Source: an optimization exercise on an open RTL-to-GDS flow (aim: small area). Production flows keep margins and buffers that such runs may drop. Only simulation tests tie the RTL to the original design; equivalence was not proved. Power figures rest on the tool's default switching activity, not on a simulated workload.

### flow/design.v
`timescale 1ns/1ps
`timescale 1ns/1ps
module luxcp #(
    parameter [7:0] CMD_RESULT          = 8'h00,
    parameter [7:0] CMD_CONFIG          = 8'h01,
    parameter [7:0] CMD_LOW_LIMIT       = 8'h02,
    parameter [7:0] CMD_HIGH_LIMIT      = 8'h03,
    parameter [7:0] CMD_MANUFACTURER_ID = 8'h7E,
    parameter [7:0] CMD_DEVICE_ID       = 8'h7F,
    parameter [7:0] POLL_MAX_ATTEMPTS   = 8'd250
) (
    input  wire        clk,
    input  wire        rst,
    input  wire [6:0]  cfg_addr,
    input  wire        req_valid,
    output wire        req_ready,
    input  wire [3:0]  req_op,
    input  wire [31:0] req_arg,
    output wire        rsp_valid,
    input  wire        rsp_ready,
    output wire [31:0] rsp_value,
    output wire [1:0]  rsp_err_class,
    output wire [15:0] rsp_err_code,
    output wire        busy,
    output wire [6:0]  st_addr,
    output wire [31:0] st_result_lux,
    output wire [31:0] st_high_lux,
    output wire [31:0] st_low_lux,
    output wire [17:0] st_result_err,
    output wire [17:0] st_high_err,
    output wire [17:0] st_low_err,
    output wire [15:0] st_config,
    output wire        tp_req,
    output wire [2:0]  tp_prim,
    output wire [6:0]  tp_addr,
    output wire [7:0]  tp_wdata,
    input  wire        tp_ack,
    input  wire [7:0]  tp_rdata
);
    localparam [4:0] S_IDLE  = 5'd0,
                     S_CLR   = 5'd8,    
                     S_CLR2  = 5'd9,    
                     S_SH8   = 5'd10,    
                     S_TL0   = 5'd3,    
                     S_TLP   = 5'd12,    
                     S_DIV   = 5'd5,    
                     S_FL0   = 5'd4,    
                     S_SHL4  = 5'd11,    
                     S_MUL   = 5'd13,    
                     S_NORM  = 5'd14,   
                     S_NEG   = 5'd15,   
                     S_FIN   = 5'd1,
                     S_RSP   = 5'd2,
                     S_BEGIN = 5'b10000,
                     S_WCMD  = 5'b10001,
                     S_WDAT  = 5'b11001,
                     S_END   = 5'b10010,
                     S_REQ   = 5'b10011,
                     S_AVAIL = 5'b10100,
                     S_RD    = 5'b10101,
                     S_DELAY = 5'b10110;
    reg [4:0]  state;
    reg [30:0] W;        
    reg [7:0]  C;        
    reg [5:0]  Y;        
    wire [1:0] cy = C[7:6];    
    reg        f;        
    reg [3:0]  op;
    reg [1:0]  rc;       
    reg [6:0]  addr;
    reg [30:0] c_res, c_high, c_low;    
    reg [15:0] c_cfg;                   
    assign st_config = {c_cfg[15:12], ~c_cfg[11:1], c_cfg[0]};
    assign req_ready = (state == S_IDLE) && !rst;
    assign busy      = (state != S_IDLE);
    assign rsp_valid = (state == S_RSP);
    assign st_addr   = addr;
    assign tp_addr   = addr;
    assign tp_req    = state[4];
    assign tp_prim   = state[2:0];
    wire op_id = (op == 4'd1) || (op == 4'd2);
    wire [7:0] cmd;
    assign cmd[7]   = 1'b0;
    assign cmd[6:2] = {5{op_id}};
    assign cmd[1]   = op_id | (op == 4'd5) | (op == 4'd6) | (op == 4'd8) | (op == 4'd9);
    assign cmd[0]   = (op_id & op[1]) | (op == 4'd3) | (op == 4'd7) | (op == 4'd5) | (op == 4'd8);
    assign tp_wdata = (state == S_WCMD) ? cmd : W[15:8];
    wire op_wr  = (op == 4'd7) || (op == 4'd8) || (op == 4'd9);
    wire op_lux = (op == 4'd4) || (op == 4'd5) || (op == 4'd6);
    assign rsp_value     = {1'b0, W[30:12], W[11:1] & {11{~rc[1]}}, W[0]};
    assign rsp_err_class = rc;
    assign rsp_err_code  = {{4{rc[1]}}, W[11:1] & {11{rc[1]}}, 1'b0};
    function [49:0] cache_out(input [30:0] c);
        reg ez, k0, k1;
        begin
            ez = ~(c[30] | c[27]);
            k0 = ez & c[13];
            k1 = ez & c[12];
            cache_out = {1'b0, c[30], {2{~c[30] & c[27]}}, c[27:14],
                         c[13] & ~ez, c[12] & ~ez, ~(c[11:1] | {11{k1}}), c[0],
                         k1, k0, {4{k1}}, ~(c[11:1] | {11{~k1}}), 1'b0};
        end
    endfunction
    assign {st_result_lux, st_result_err} = cache_out(c_res);
    assign {st_high_lux,   st_high_err}   = cache_out(c_high);
    assign {st_low_lux,    st_low_err}    = cache_out(c_low);
    wire lead_hi = ~(W[23] | W[22]);
    wire lead_lo = ~(W[23] | W[22] | W[21] | W[20] | W[19]);
    wire inj     = f & ((W[21] & lead_hi) | ((W[18] | W[17]) & lead_lo));
    wire [7:0] r2  = {C[6:0], W[30] | inj};
    wire       qge = (r2 >= 8'd100);
    wire [7:0] r2s = r2 - 8'd100;
    wire [5:0] e10 = {2'b00, W[15:12]} + 6'd10;
    wire [7:0] bexp = W[30:23];
    wire nan    = (bexp == 8'hFF) && (W[22:0] != 23'd0);
    wire zres   = f | nan | (bexp <= 8'd118);    
    wire bigres = (bexp >= 8'd148);
    wire [5:0] nbexp = ~W[28:23];
    wire       g    = C[5] | (C[4] & C[3] & C[2]);
    wire [2:0] msum = {2'b00, W[4] & ~g} + {2'b00, W[1] & ~g} + {2'b00, W[0] & ~g} + {1'b0, cy};
    wire       y44  = (Y == 6'd44);
    wire       mround = ~f & y44;
    wire       mkeep  = f;
    wire [1:0] mcy  = mround ? (msum[2:1] + {1'b0, msum[0]}) : msum[2:1];
    wire [2:0] nsum = {2'b00, ~W[4]} + {2'b00, ~W[2]} + {1'b0, cy};
    wire nbig = (W[27:12] != 16'd0);
    wire avail_ok = (tp_rdata[7:1] != 7'd0);
    wire        fin  = (state == S_FIN);
    wire [30:0] Wz   = rst ? {19'd0, 11'h7FF, 1'b0} :
                       {W[30:14], W[13] | rc[0], W[12] | rc[1], ~W[11:1], W[0]};
    wire en_cfg  = rst | (fin & (op == 4'd3) & (rc == 2'd0));
    wire en_res  = rst | (fin & (op == 4'd4));
    wire en_high = rst | (fin & (op == 4'd5));
    wire en_low  = rst | (fin & (op == 4'd6));
    always @(posedge clk) begin
        if (en_cfg)  c_cfg <= Wz[15:0];
        if (en_res)  c_res  <= Wz;
        if (en_high) c_high <= Wz;
        if (en_low)  c_low  <= Wz;
    end
    always @(posedge clk) begin
        if (rst) begin
            state     <= S_IDLE;
            addr      <= cfg_addr;
        end else begin
            case (state)
                S_IDLE: begin
                    if (req_valid) begin
                        op <= req_op;
                        W  <= req_arg[30:0];
                        rc <= 2'd0;
                        f  <= req_arg[31] & ((req_op == 4'd8) | (req_op == 4'd9) | (req_op == 4'd11));
                        C  <= 8'd0;
                        case (req_op)
                            4'd7:        state <= S_BEGIN;
                            4'd8, 4'd9,
                            4'd11:       state <= S_FL0;
                            4'd10:       state <= S_TL0;
                            default:     state <= S_CLR;
                        endcase
                    end
                end
                S_CLR, S_CLR2: begin
                    W <= {W[29:0], (state == S_CLR) & f & C[4]};
                    C <= C + 8'd1;
                    if (C[4:0] == 5'd31) begin
                        C <= 8'd0;
                        if (state == S_CLR2) state <= S_END;
                        else if (op == 4'd11) state <= S_FIN;
                        else state <= S_BEGIN;
                    end
                end
                S_SH8: begin
                    W <= {W[29:0], 1'b0};
                    C <= C + 8'd1;
                    if (C[2:0] == 3'd7)
                        state <= op_wr ? S_WDAT : S_RD;    
                end
                S_SHL4: begin
                    W <= {W[29:0], 1'b0};
                    C <= C + 8'd1;
                    if (C[1:0] == 2'd3) begin
                        C  <= {rc[1], 7'd0};            
                        f  <= 1'b0;
                        state <= rc[1] ? S_NEG : S_MUL;
                    end
                end
                S_BEGIN: if (tp_ack) state <= S_WCMD;
                S_WCMD: begin
                    if (tp_ack) begin
                        state <= op_wr ? S_WDAT : S_END;
                    end
                end
                S_WDAT: begin
                    if (tp_ack) begin
                        state <= C[3] ? S_CLR2 : S_SH8;    
                    end
                end
                S_END: begin
                    if (tp_ack) begin
                        W[7:0] <= tp_rdata;
                        if (tp_rdata != 8'd0) begin
                            rc <= 2'd2;
                            state <= S_SHL4;
                        end else if (op_wr) begin
                            state <= S_FIN;
                        end else begin
                            state <= S_REQ;
                        end
                    end
                end
                S_REQ: begin
                    if (tp_ack) begin
                        C <= 8'd0;
                        state <= S_AVAIL;
                    end
                end
                S_AVAIL: begin
                    if (tp_ack) begin
                        if (avail_ok) begin
                            C <= 8'd0;
                            state <= S_RD;
                        end else begin
                            C <= C + 8'd1;
                            state <= S_DELAY;
                        end
                    end
                end
                S_DELAY: begin
                    if (tp_ack) begin
                        if (C == POLL_MAX_ATTEMPTS) begin
                            rc <= 2'd1;
                            state <= S_FIN;
                        end else begin
                            state <= S_AVAIL;
                        end
                    end
                end
                S_RD: begin
                    if (tp_ack) begin
                        W[7:0] <= tp_rdata;
                        if (!C[3]) state <= S_SH8;
                        else if (op_lux) state <= S_TL0;
                        else state <= S_FIN;
                    end
                end
                S_TL0: begin
                    Y <= e10;
                    C <= 8'd0;
                    f <= 1'b0;
                    state <= S_TLP;
                end
                S_TLP: begin
                    W <= {W[29:0], 1'b0};
                    C <= C + 8'd1;
                    if (C[4] & C[1]) begin              
                        C <= 8'd0;
                        state <= S_DIV;
                    end
                end
                S_DIV: begin
                    if (f & W[23]) begin
                        W[30:23] <= {~Y[5], Y[5], Y[5], Y[4:0]};
                        state <= S_FIN;
                    end else if (Y == 6'd55) begin
                        state <= S_FIN;           
                    end else begin
                        C <= {1'b0, qge ? r2s[6:0] : r2[6:0]};
                        W <= {W[29:0], qge};
                        if (qge) f <= 1'b1;
                        else if (!f) Y <= Y - 6'd1;
                    end
                end
                S_FL0: begin
                    C <= 8'd0;
                    f <= 1'b0;
                    if (zres | bigres) begin
                        f <= ~zres;
                        state <= S_CLR;
                    end else begin
                        Y <= nbexp;
                        W[30:23] <= 8'h01;
                        state <= S_SHL4;
                    end
                end
                S_MUL: begin
                    W  <= {mkeep & msum[0], W[30:1]};
                    if (mround) f <= 1'b1;
                    Y <= Y - 6'd1;
                    C <= {mcy, C[5:0] + 6'd1};
                    if (Y == 6'd13) begin               
                        C <= 8'd0;
                        state <= S_NORM;
                    end
                end
                S_NORM: begin
                    if (nbig & (C[3:0] != 4'd15)) begin
                        W <= {1'b0, W[30:1]};
                        C <= C + 8'd1;
                    end else if (nbig) begin
                        f <= 1'b1;
                        C <= 8'd0;
                        state <= S_CLR;
                    end else begin
                        W[15:12] <= C[3:0];
                        C <= 8'd0;
                        state <= (op == 4'd11) ? S_FIN : S_BEGIN;
                    end
                end
                S_NEG: begin
                    W  <= {nsum[0] & (C[5:0] < 6'd11), W[30:1]};
                    C  <= {nsum[2:1], C[5:0] + 6'd1};
                    if (C[4] & C[3] & C[2] & C[0])        
                        state <= S_FIN;
                end
                S_FIN: begin
                    state <= S_RSP;
                end
                S_RSP: begin
                    if (rsp_ready) begin
                        state <= S_IDLE;
                    end
                end
                default: state <= S_IDLE;
            endcase
        end
    end
endmodule
### flow/flow/run.sh
#!/bin/bash
set -euo pipefail
export BUFFER_PORTS_ARGS="-buffer_cell sky130_fd_sc_hd__buf_1"
export REMOVE_ABC_BUFFERS=1
export RECOVER_POWER=100
export POST_GLOBAL_ROUTE_TCL="$PWD/flow/post_grt.tcl"
export CTS_ARGS="-sink_clustering_enable -repair_clock_nets -dont_use_dummy_load -buf_list sky130_fd_sc_hd__clkbuf_8 -sink_clustering_size 20 -sink_clustering_max_diameter 60"
bash standard.sh > standard_flow.log 2>&1
### flow/flow/post_grt.tcl
# Sourced by ORFS at the end of global route (POST_GLOBAL_ROUTE_TCL).
# Power recovery (RECOVER_POWER) downsizes non-critical gates; repair the
# max-slew and max-capacitance violations that this can leave, then
# legalize and reroute the changed nets.
global_route -start_incremental
repair_design_helper
detailed_placement
global_route -end_incremental
estimate_parasitics -global_routing
report_design_area
### flow/standard.sh
#!/bin/bash
# synth_recipe.tcl (not shown) runs the flow's synth.tcl, then flattens the netlist and writes it again
# the make line also repeats each setting of config.mk as NAME=value (left out here)
make -C /OpenROAD-flow-scripts/flow DESIGN_CONFIG=/design/flow/config.mk WORK_HOME=/design/flow/orfs CLKGATE_MAP_FILE= SYNTH_SCRIPT=/design/flow/synth_recipe.tcl "${@:-finish}"
### flow/config.mk
export PLATFORM = sky130hd
export DESIGN_NAME = luxcp
export DESIGN_NICKNAME = luxcp
export VERILOG_FILES = /design/flow/design.v
export SDC_FILE = /design/flow/constraint.sdc
export NUM_CORES = 4
export LEC_CHECK = 0
export CAP_MARGIN = 0
export CORE_MARGIN = 2
export CORE_UTILIZATION = 60
export GPL_TIMING_DRIVEN = 0
export SLEW_MARGIN = 0
### flow/constraint.sdc
create_clock -name core_clock -period 30.0 [get_ports {clk}]
set_input_delay 6.0000 -clock core_clock [delete_from_list [all_inputs] [get_ports {clk}]]
set_output_delay 6.0000 -clock core_clock [all_outputs]
set_load 0.01 [all_outputs]
==> summary.md, run 1 <==
| Metric | Value |
|---|---|
| Outcome | timing/DRC/antenna clean |
| Buffers added on ports | 292 |
| Netlist cell types | 85 |
| Cells after DPL | 1341 |
| Placeable Area | ~0.016 mm² |
| Commonest register cell after synthesis | edfxtp_1 |
| H-tree Lvls | 4 |
| Synthesis warning total | 1 |
| Post-route cell area | ~0.011 mm² |
| Routed wire length | ~28 mm |
| Finished Layout Cells | roughly 1400 |
| Die Y | 132 µm |
| Final setup vio count | 0 |
| Vias | about 8200 |
| Vias in the first global route | 7362 |
| # IOs | 301 |
| Critical Path Fanout Max | 34 |
| GRT overflow | 0 |
| Synth top area share | 0.491 |
| Crit end category | output port |
| Reg area | around 0.0050 mm² |
| Hold Crit Class | reg -> reg |
| Drt wl/cell | approximately 21 µm |
| Vias per inst | 5.99 |
| Fmax | around 76 MHz |
| Setup CP Type | in -> out |
| Syn Inst Count | 985 |
| Area contributors post-synth | edfxtp_1 49%, buf_4 8.3%, nor2_1 5.3% |
| CTS tree | done |
| Pin count of the biggest net entering global routing | 52 |
| Nets@finish | 1221 |
| Worst EP required | roughly 24 ns |
| Clk_skew | between 0.03 and 0.04 ns |
| Final Hold Viols | 0 |
| Reg clk slew, reported paths | ~0.070 ns |
| Total DRC errors in the routed layout | 0 |
| Syn Area/Cell | roughly 10 µm² |
| Worst Setup Start Kind | input port |
| Slew HR | 0.0840 |
| Starting Density | 0.619 |
| Antenna Nets Post-Route | 0 |
| Fin. max-slew vios | 0 |
| Cell at the root of the clock tree | clkbuf_8 |
| Post-route core utilization | 0.656 |
| Multi-input gate area | ~0.0037 mm² |
| Ant. Diodes | 0 |
| Placed cell areas | approximately 0.010 mm² |
| Fraction of layout cells with a size suffix above 1 | 0.0358 |
| Final-layout fill cell count | between 1000 and 1500 |
| CTS sink cnt | between 150 and 200 |
| Ys async rst share | 0 |
| Leading area contributor after synthesis | edfxtp_1 |
| Post-layout minimum cycle time | 13.12 ns |
| Layout Area Growth over Synthesis | 6.08% |
| Post-CTS setup buffer count | 0 |
| Crit path DAT | roughly 7 ns |
| P per Cell Area | a little over 90 mW/mm² |
| Hpwl dp | approximately 21 mm |
| Worst skew pair latency | around 0.46 ns |
| Mapped Area | between 0.009 and 0.01 mm² |
| Post-cts resize count | 0 |
| EDFF count, synth | ~160 |
| DR iter-0 viols | between 700 and 800 |
| Number of synthesized register bits | 167 |
| Cts bufs inserted | 17 |
| Lkg Pwr | around 3.7 nW |
| Worst Tran Pin Value | 1.37 ns |
| Clock buffer depth | 2 |
| Rows | 46 |
| Die area | roughly 0.018 mm² |
| Post-synthesis sequential area ratio | 0.501 |
| Final Cycle Share | 0.437 |
| First-pass DRT Iterations | 6 |
| Die W | 132 µm |
| Post-route total power | around 970 µW |
| Sum of negative setup slack | 0 ns |
| # hold bufs at CTS | 0 |
| Max_cap viols | 0 |
| Gpl congestion | around 0.95 |
| GR Util All Layers | 0.312 |
| First-pass GRT wire length | 42.5 mm |
| Maximum vdd drop | between 50 and 60 µV |
| Antenna violations before repair | 0 |
## cells in the final DEF, fill, tap and decap left out, drive strengths merged, types with 6 or more instances in the layout
cell type,n
a222oi,16
ha,16
or3,6
nand3,19
a221oi,12
o21ai,35
o211ai,7
nand2,67
and2,21
edfxtp,162
nor2,141
o22ai,10
o31ai,6
nor4,10
a31oi,6
buf,294
inv,50
nand2b,15
a22oi,6
nor3,15
nor2b,48
nand3b,6
xnor2,6
conb,8
a21oi,42
clkbuf,21
a21o,9
## cell type report
class	count	area share
Sequential cell	167	0.473
Inverter	50	0.0179
Timing Repair Buffer	298	0.108
Multi-Input combinational cell	612	0.353
Clock buffer	17	0.0223
Tap cell	216	0.0257
## worst max-delay path: stages
cell and delay (ns):
clkbuf_2 0.50, nor2_1 0.41, buf_1 0.19
## where the power goes
group          switching [mW]  internal (mW)
Combinational           0.252          0.144
Sequential              0.106          0.342
Clock                  0.0703         0.0501
Total                   0.429          0.536
## stage by stage
stage / hold slack, ns / worst slack [ns]
after floorplan: 0.622 / 17.81
after CTS: 0.701 / 17.01
after global placement: 0.681 / 16.21
after detailed placement: 0.685 / 17.01
final: 0.695 / 16.88
## metal layers
layer	routed length [µm]	vias up	track usage
li1	-	3728	-
met3	2140	63	0.0448
met2	14200	457	0.531
met5	0	-	0
met1	11000	3904	0.406
met4	958	0	0.125
## final timing paths
check / start / to / slack (ns) / cells after the start
worst max-delay path: rst / req_ready / 16.88 / 3
worst min-delay path: W[21]$_DFFE_PP_ / W[20]$_DFFE_PP_ / 0.69 / 2
worst max register to register: state[0]$_SDFFE_PP0P_ / W[24]$_DFFE_PP_ / 25.49 / 7
worst min register to register: W[21]$_DFFE_PP_ / W[20]$_DFFE_PP_ / 0.69 / 2
## registers in the layout, indices dropped and copies added (netlist names)
signal / count
state: 5
C: 8
addr: 7
c_high: 29
f: 1
c_res: 29
c_low: 29
c_cfg: 16
rc: 2
W: 31
Y: 6
op: 4
## synthesized netlist by cell type (4+ instances only)
cell type	instances
a22oi_1	6
nor3_1	15
o31ai_1	6
a22o_1	5
inv_1	50
a21o_1	9
a31oi_1	6
o21ai_0	32
xor2_1	4
nand2_1	65
o22ai_1	10
nor3b_1	4
nor2_1	139
nand3_1	19
nor2b_1	47
dfxtp_1	5
o211ai_1	5
xnor2_1	6
and3_1	5
or3_1	5
and2_1	21
nand3b_1	5
buf_4	110
clkbuf_1	31
a21oi_1	40
edfxtp_1	162
nand2b_1	15
o221ai_1	5
ha_1	16
a221oi_1	12
o21a_1	4
nor4_1	8
a211oi_1	5
a222oi_1	16
a221o_1	5
buf_2	17
## cells by family (layout without fill, tap and decap cells)
family	after synthesis	after routing	share of synthesized area
AOI/OAI and AO/OA	198	198	0.144
xor gates and xnor gates	10	10	0.00884
adders and majority gates	19	19	0.0263
buffers and inverters	213	365	0.127
DFF	167	167	0.501
muxes	1	1	0.00101
other	1	8	0.000379
and+or+nand+nor	376	376	0.191
==> run 2: changes to the inputs <==
--- a/flow/config.mk
+++ b/flow/config.mk
@@ -7,6 +7,6 @@
 export LEC_CHECK = 0
 export CAP_MARGIN = 0
 export CORE_MARGIN = 2
-export CORE_UTILIZATION = 60
+export CORE_UTILIZATION = 40
 export GPL_TIMING_DRIVEN = 0
 export SLEW_MARGIN = 0
==> summary.md, run 2 <==
| Metric | Value |
|---|---|
| First-pass GRT wire length | approximately 44 mm |
| Worst Hold Path EP | W[17]$_DFFE_PP_ |
| Outcome | timing/DRC/antenna clean |
| Routed met1 length | ~13 mm |
| Hpwl dp | 22.5 mm |
| Die area | about 0.026 mm² |
| Post-route total power | roughly 980 µW |
| Post-synthesis sequential area ratio | 0.501 |
| Synth cell count leaders | 162 x edfxtp_1, 139 x nor2_1, 110 x buf_4 |
| Fin. max-slew vios | 0 |
| Largest register by flop count | W |
| CP top delay family | buffers and inverters |
| Routed wl met3 | around 1.9 mm |
| Met2 wire length | between 15 and 20 mm |
| Sum of negative setup slack | 0 ns |
| First-pass DRT Iterations | 6 |
| Area contributors post-synth | edfxtp_1 49%, buf_4 8.3%, nor2_1 5.3% |
| Final Cycle Share | 0.435 |
| Critical Path Fanout Max | 34 |
| H-tree Lvls | 4 |
| FF-to-FF setup slack | between 20 and 30 ns |
| Worst Setup Start Kind | input port |
| Synth top area share | 0.491 |
| R2R Path Start | state[0]$_SDFFE_PP0P_ |
| # IOs | 301 |
| Die Y | approximately 160 µm |
| Reg clk slew, reported paths | ~0.080 ns |
| Commonest register cell after synthesis | edfxtp_1 |
| CP Launch Point | rst |
| Drt wl/cell | 20.7 µm |
| Fraction of layout cells with a size suffix above 1 | 0.0340 |
| Max stage delay on crit path | a little over 0.7 ns |
| Clock buffer depth | 2 |
| Clk_skew | 0.0333 ns |
| Placeable Area | approximately 0.024 mm² |
| Final Hold Viols | 0 |
| P per Cell Area | 91.8 mW/mm² |
| Vias per inst | between 5 and 6 |
| Ant. Diodes | 0 |
| Nets@finish | approximately 1200 |
| Layout Area Growth over Synthesis | 7.25% |
| Lkg Pwr | between 3 and 4 nW |
| Final setup vio count | 0 |
| Antenna Nets Post-Route | 0 |
| Largest register FFs | 31 |
| Critical Path, Cell by Cell | clkbuf_2, nor2_1, buf_1 |
| GRT overflow | 0 |
| Mapped Area | between 0.009 and 0.01 mm² |
| EDFF count, synth | between 150 and 200 |
| Maximum vdd drop | 54.5 µV |
| Syn Area/Cell | just over 10 µm² |
| Total DRC errors in the routed layout | 0 |
| Leading area contributor after synthesis | edfxtp_1 |
| Cts bufs inserted | 17 |
| CTS sink cnt | 167 |
| Worst EP required | 24.00 ns |
| Ys async rst share | 0 |
| Top Layer Used | met4 |
| Fmax | 76.7 MHz |
| Post-cts resize count | 0 |
| HP Start | W[18]$_DFFE_PP_ |
| Reg2Reg Capture Point | W[24]$_DFFE_PP_ |
| Starting Density | 0.407 |
| Buffers added on ports | 292 |
| GR Util All Layers | 0.225 |
| Netlist cell types | 85 |
| Vias | roughly 8000 |
| Setup CP Type | in -> out |
| Syn Inst Count | 985 |
| CTS tree | done |
| Worst Tran Pin Value | 1.36 ns |
| Post-CTS setup buffer count | 0 |
| Vias in the first global route | 7287 |
| CP bufs+invs | 2 |
| Post-layout minimum cycle time | 13.04 ns |
| Die W | between 150 and 200 µm |
| Number of synthesized register bits | 167 |
| Gpl congestion | between 0.9 and 1 |
| Crit path DAT | roughly 7 ns |
| # hold bufs at CTS | 0 |
| Synthesis warning total | 1 |
| Cells on worst reg2reg path | 8 |
| Pin count of the biggest net entering global routing | 52 |
| Min-Delay Path Depth | 2 |
| Routed wire length | a little over 30 mm |
| Commonest non-fill, non-tap cell in the layout | buf_1 |
| Worst skew pair latency | approximately 0.46 ns |
| Most numerous cell in the Yosys netlist | edfxtp_1 |
| DR iter-0 viols | about 740 |
| Most frequent cells in the layout | 291 x buf_1, 162 x edfxtp_1, 139 x nor2_1, 65 x nand2_1, 50 x inv_1 |
| Cell at the root of the clock tree | clkbuf_8 |
| Antenna violations before repair | 0 |
| Crit end category | output port |
| Rows | 57 |
| Slew HR | 0.0927 |
| Max_cap viols | 0 |
| CP max stage cell | clkbuf_2 |
| Hold Crit Class | reg -> reg |
[run 2: cell counts after synthesis]
No cell type changed its count.
[run 2: metrics by stage]
step,hold WS [ns],instances,util,worst slack [ns],cell area (µm²)
finish,0.704,1471,0.437,16.96,10600
floorplan,0.622,829,-,17.81,8860
global placement,0.674,1445,0.426,16.07,10400
detailed placement,0.683,1453,0.434,17.00,10500
CTS,0.703,1470,0.443,16.99,10800
[run 2: final cells by class]
type | count | area, µm²
tap | 324 | 405
sequential | 167 | 4970
inverter | 50 | 188
clock buffer | 17 | 234
fill | 2436 | 13700
timing repair buffer | 301 | 1150
multi-input combinational | 612 | 3680
[run 2: cell families after synthesis]
logic type / synth area share
and+or+nand+nor: 0.191
other: 0.000379
muxes: 0.00101
AOI/OAI and AO/OA: 0.144
adders and majority gates: 0.0263
buffers and inverters: 0.127
xor gates and xnor gates: 0.00884
DFF: 0.501
[run 2: power by group]
part | switching [mW] | internal [mW]
Clock | 0.0735 | 0.0502
Sequential | 0.111 | 0.342
Combinational | 0.255 | 0.144
[run 2: worst max path at each step]
stage                      to  slack [ns]  depth (start not counted)
finish              req_ready       16.96                          3
global placement    req_ready       16.07                          3
detailed placement  req_ready       17.00                          3
floorplan           req_ready       17.81                          1
CTS                 req_ready       16.99                          3
[run 2: layer usage]
metal / GRT usage / up-vias
li1: - / 3734
met1: 0.293 / 3859
met2: 0.388 / 383
met3: 0.0342 / 39
met4: 0.0637 / 0
met5: 0 / -
[run 2: tightest hold or removal path, delay by kind of cell, from the launching register on]
kind                   cells  cell delay, ns
flip-flops                 1            0.46
AO/OA/AOI/OAI              1            0.10
buffers and inverters      1            0.05
==> run 3: changes to the inputs <==
--- a/flow/design.v
+++ b/flow/design.v
@@ -48,7 +48,6 @@
                      S_SHL4  = 5'd11,    
                      S_MUL   = 5'd13,    
                      S_NORM  = 5'd14,   
-                     S_NEG   = 5'd15,   
                      S_FIN   = 5'd1,
                      S_RSP   = 5'd2,
                      S_BEGIN = 5'b10000,
@@ -112,18 +111,22 @@
     wire [7:0] r2s = r2 - 8'd100;
     wire [5:0] e10 = {2'b00, W[15:12]} + 6'd10;
     wire [7:0] bexp = W[30:23];
-    wire nan    = (bexp == 8'hFF) && (W[22:0] != 23'd0);
+    wire or_mid = (W[22:12] != 11'd0);
+    wire nbig   = (W[27:23] != 5'd0) | or_mid;           
+    wire nan    = (bexp == 8'hFF) & (or_mid | (W[11:0] != 12'd0));
     wire zres   = f | nan | (bexp <= 8'd118);    
     wire bigres = (bexp >= 8'd148);
     wire [5:0] nbexp = ~W[28:23];
+    wire       neg  = rc[1];
     wire       g    = C[5] | (C[4] & C[3] & C[2]);
-    wire [2:0] msum = {2'b00, W[4] & ~g} + {2'b00, W[1] & ~g} + {2'b00, W[0] & ~g} + {1'b0, cy};
+    wire       t4   = (W[4] ^ neg) & ~g;
+    wire       t1   = (neg ? ~W[2] : W[1]) & ~g;
+    wire       t0   = W[0] & ~g & ~neg;
+    wire [2:0] msum = {2'b00, t4} + {2'b00, t1} + {2'b00, t0} + {1'b0, cy};
     wire       y44  = (Y == 6'd44);
-    wire       mround = ~f & y44;
-    wire       mkeep  = f;
+    wire       mround = ~neg & ~f & y44;
     wire [1:0] mcy  = mround ? (msum[2:1] + {1'b0, msum[0]}) : msum[2:1];
-    wire [2:0] nsum = {2'b00, ~W[4]} + {2'b00, ~W[2]} + {1'b0, cy};
-    wire nbig = (W[27:12] != 16'd0);
+    wire       mins = msum[0] & (neg ? (C[5:0] < 6'd11) : f);
     wire avail_ok = (tp_rdata[7:1] != 7'd0);
     wire        fin  = (state == S_FIN);
     wire [30:0] Wz   = rst ? {19'd0, 11'h7FF, 1'b0} :
@@ -182,7 +185,7 @@
                     if (C[1:0] == 2'd3) begin
                         C  <= {rc[1], 7'd0};            
                         f  <= 1'b0;
-                        state <= rc[1] ? S_NEG : S_MUL;
+                        state <= S_MUL;
                     end
                 end
                 S_BEGIN: if (tp_ack) state <= S_WCMD;
@@ -284,11 +287,14 @@
                     end
                 end
                 S_MUL: begin
-                    W  <= {mkeep & msum[0], W[30:1]};
+                    W  <= {mins, W[30:1]};
                     if (mround) f <= 1'b1;
                     Y <= Y - 6'd1;
                     C <= {mcy, C[5:0] + 6'd1};
-                    if (Y == 6'd13) begin               
+                    if (neg) begin
+                        if (C[4] & C[3] & C[2] & C[0])    
+                            state <= S_FIN;
+                    end else if (Y == 6'd13) begin      
                         C <= 8'd0;
                         state <= S_NORM;
                     end
@@ -307,12 +313,6 @@
                         state <= (op == 4'd11) ? S_FIN : S_BEGIN;
                     end
                 end
-                S_NEG: begin
-                    W  <= {nsum[0] & (C[5:0] < 6'd11), W[30:1]};
-                    C  <= {nsum[2:1], C[5:0] + 6'd1};
-                    if (C[4] & C[3] & C[2] & C[0])        
-                        state <= S_FIN;
-                end
                 S_FIN: begin
                     state <= S_RSP;
                 end
==> summary.md, run 3 <==
| Metric | Value |
|---|---|
| Outcome | timing/DRC/antenna clean |
| Fraction of layout cells with a size suffix above 1 | 0.0380 |
| Hpwl dp | approximately 24 mm |
| Cell at the root of the clock tree | clkbuf_8 |
| Die W | around 160 µm |
| Slew HR | 0.107 |
| WP depth | 3 |
| Placeable Area | 0.0243 mm² |
| Nets@finish | about 1200 |
| Min-Delay Path Depth | 2 |
| Routed wire length | about 31 mm |
| Worst EP required | about 24 ns |
| Synth top area share | 0.491 |
| Largest register FFs | 31 |
| Commonest register cell after synthesis | edfxtp_1 |
| Ys async rst share | 0 |
| GRT overflow | 0 |
| Worst Setup Start Kind | input port |
| DR iter-0 viols | roughly 860 |
| Fmax | between 70 and 80 MHz |
| Clock buffer depth | 2 |
| Antenna violations before repair | 0 |
| Vias in the first global route | about 7600 |
| Synthesis warning total | 1 |
| Fin. max-slew vios | 0 |
| Vias per inst | between 5 and 6 |
| Hold Crit Class | reg -> reg |
| Total DRC errors in the routed layout | 0 |
| Buffers added on ports | 292 |
| Reg clk slew, reported paths | 0.07 ns |
| Final Hold Viols | 0 |
| EDFF count, synth | approximately 160 |
| Critical Path Fanout Max | 36 |
| Largest register by flop count | W |
| Starting Density | 0.408 |
| Clk_skew | approximately 0.047 ns |
| Drt wl/cell | roughly 21 µm |
| Die area | 0.0261 mm² |
| Worst Tran Pin Value | approximately 1.3 ns |
| Final Cycle Share | 0.433 |
| CTS tree | done |
| Number of synthesized register bits | ~170 |
| Ant. Diodes | 0 |
| Post-layout minimum cycle time | between 10 and 15 ns |
| Critical Path, Cell by Cell | clkbuf_2, nor2_1, buf_1 |
| Lkg Pwr | 3.68 nW |
| Area contributors post-synth | edfxtp_1 49%, buf_4 8.7%, nor2_1 5.0% |
| Crit path DAT | 6.99 ns |
| Die Y | between 150 and 200 µm |
| Post-cts resize count | 0 |
| FF-to-FF setup slack | about 26 ns |
| Gpl congestion | roughly 1 |
| Syn Area/Cell | ~10 µm² |
| CP top delay family | buffers and inverters |
| Layout Area Growth over Synthesis | 6.95% |
| Pin count of the biggest net entering global routing | 37 |
| Sum of negative setup slack | 0 ns |
| # hold bufs at CTS | 0 |
| Setup CP Type | in -> out |
| Final setup vio count | 0 |
| Rows | between 50 and 60 |
| CP bufs+invs | 2 |
| Max stage delay on crit path | around 0.7 ns |
| # IOs | between 300 and 400 |
| H-tree Lvls | 4 |
| Post-CTS setup buffer count | 0 |
| Most numerous cell in the Yosys netlist | edfxtp_1 |
| Worst skew pair latency | roughly 0.47 ns |
| Cts bufs inserted | 17 |
| Vias | between 8000 and 9000 |
| First-pass DRT Iterations | 9 |
| Final-layout fill cell count | approximately 2400 |
| Synth cell count leaders | 162 x edfxtp_1, 133 x nor2_1, 115 x buf_4 |
| CP max stage cell | clkbuf_2 |
| Post-synthesis sequential area ratio | 0.501 |
| Commonest non-fill, non-tap cell in the layout | buf_1 |
| GR Util All Layers | 0.230 |
| CTS sink cnt | roughly 170 |
| Most frequent cells in the layout | 291 x buf_1, 162 x edfxtp_1, 133 x nor2_1, 71 x nand2_1, 51 x inv_1 |
| P per Cell Area | ~90 mW/mm² |
| Netlist cell types | 90 |
| Cells on worst reg2reg path | 5 |
| Antenna Nets Post-Route | 0 |
| First-pass GRT wire length | ~45 mm |
| Crit end category | output port |
| Post-route core utilization | 0.436 |
| Leading area contributor after synthesis | edfxtp_1 |
| Mapped Area | 0.00991 mm² |
| Max_cap viols | 0 |
| Maximum vdd drop | 27.2 µV |
| Syn Inst Count | ~970 |
[run 3: cell count changes after synthesis, sizes merged, moves of 5 or more]
| cell | change |
|---|---|
| o21ai | -11 |
| nor2 | -8 |
| a222oi | +7 |
| clkbuf | -7 |
| a221oi | -6 |
| nand2 | +6 |
| nor3 | +6 |
| nand2b | -5 |
| nor4 | +5 |
| o32ai | +5 |
| xor2 | +5 |
[run 3: worst paths after layout]
kind	from	to
setup / recovery	rst	req_ready
hold / removal	W[21]$_DFFE_PP_	W[20]$_DFFE_PP_
hold reg to reg	W[21]$_DFFE_PP_	W[20]$_DFFE_PP_
setup reg to reg	state[0]$_SDFFE_PP0P_	W[8]$_DFFE_PP_
[run 3: area by class of cell]
class	count	area, µm²	share of cell area
Sequential cell	167	4960	0.468
Clock buffer	17	234	0.0221
Timing Repair Buffer	301	1140	0.107
Inverter	54	203	0.0191
Tap cell	324	405	0.0382
Multi-Input combinational cell	594	3660	0.345
[run 3: worst min-delay path, delay by kind of cell (launching register included)]
| kind | cells | cell delay [ns] |
|---|---|---|
| flops | 1 | 0.43 |
| compound gates | 1 | 0.10 |
| buf+inv | 1 | 0.07 |
[run 3: per-layer routing]
| metal | global-route usage | share of wire |
|---|---|---|
| met1 | 0.284 | 0.40 |
| met4 | 0.0633 | 0.019 |
| met3 | 0.0406 | 0.073 |
| met5 | 0 | 0 |
| met2 | 0.412 | 0.51 |
[run 3: cells by family after synthesis]
logic type | Yosys count | share of synthesized area
xor gates and xnor gates | 14 | 0.0124
other | 1 | 0.000378
adders and majority gates | 19 | 0.0255
AOI/OAI and AO/OA | 180 | 0.139
and+or+nand+nor | 372 | 0.191
buffers and inverters | 214 | 0.130
muxes | 1 | 0.00101
DFF | 167 | 0.501
[run 3: report_power, final]
| part | internal (mW) | total, mW | leakage [nW] | switching [mW] |
|---|---|---|---|---|
| clock network | 0.0501 | 0.122 | 0.122 | 0.0717 |
| logic | 0.138 | 0.398 | 1.97 | 0.260 |
| registers | 0.341 | 0.448 | 1.59 | 0.107 |
| total | 0.529 | 0.967 | 3.68 | 0.439 |
[run 3: through the flow]
| stage | cell area [µm²] | hold WS, ns | power (mW) | std cells | setup WS [ns] |
|---|---|---|---|---|---|
| 2_1_floorplan | 8850 | 0.615 | 0.667 | 815 | 17.83 |
| 3_3_place_gp | 10400 | 0.650 | 0.844 | 1431 | 16.20 |
| 3_5_place_dp | 10500 | 0.679 | 0.855 | 1437 | 17.04 |
| 4_1_cts | 10700 | 0.712 | 0.974 | 1454 | 17.04 |
| 6_report | 10600 | 0.721 | 0.967 | 1457 | 17.01 |

-- static timing again, ports no longer ideal --
Ports are ideal in the flow. The routed layouts listed here were re-timed in OpenROAD.
Step 1 sets driving cells, clkbuf_16 on the clock port and buf_2 on the other inputs (assumed; they add their load-dependent delay and slew).
Step 2 also shifts input and output timing later by t, the mid clock arrival at the registers, as if the neighbouring blocks saw the same clock.
Slacks: ideal ports / drivers / drivers and shift; pairs: ideal ports / drivers.
| run | t, ns | slack for setup (ns) | hold slack, ns | worst register clock-pin slew, ns |
|---|---|---|---|---|
| run 1 | 0.483 | 16.879 / 16.858 / 16.858 | 0.695 / 0.695 / 0.695 | 0.10 / 0.10 |
| run 2 | 0.485 | 16.959 / 16.939 / 16.939 | 0.704 / 0.704 / 0.704 | 0.10 / 0.10 |
| run 3 | 0.492 | 17.008 / 16.985 / 16.985 | 0.721 / 0.721 / 0.721 | 0.11 / 0.11 |
After both steps every run listed still meets setup and hold. For run 3, which loses most, drivers alone change the setup slack by -0.023 ns; drivers and shift together by -0.023 ns.
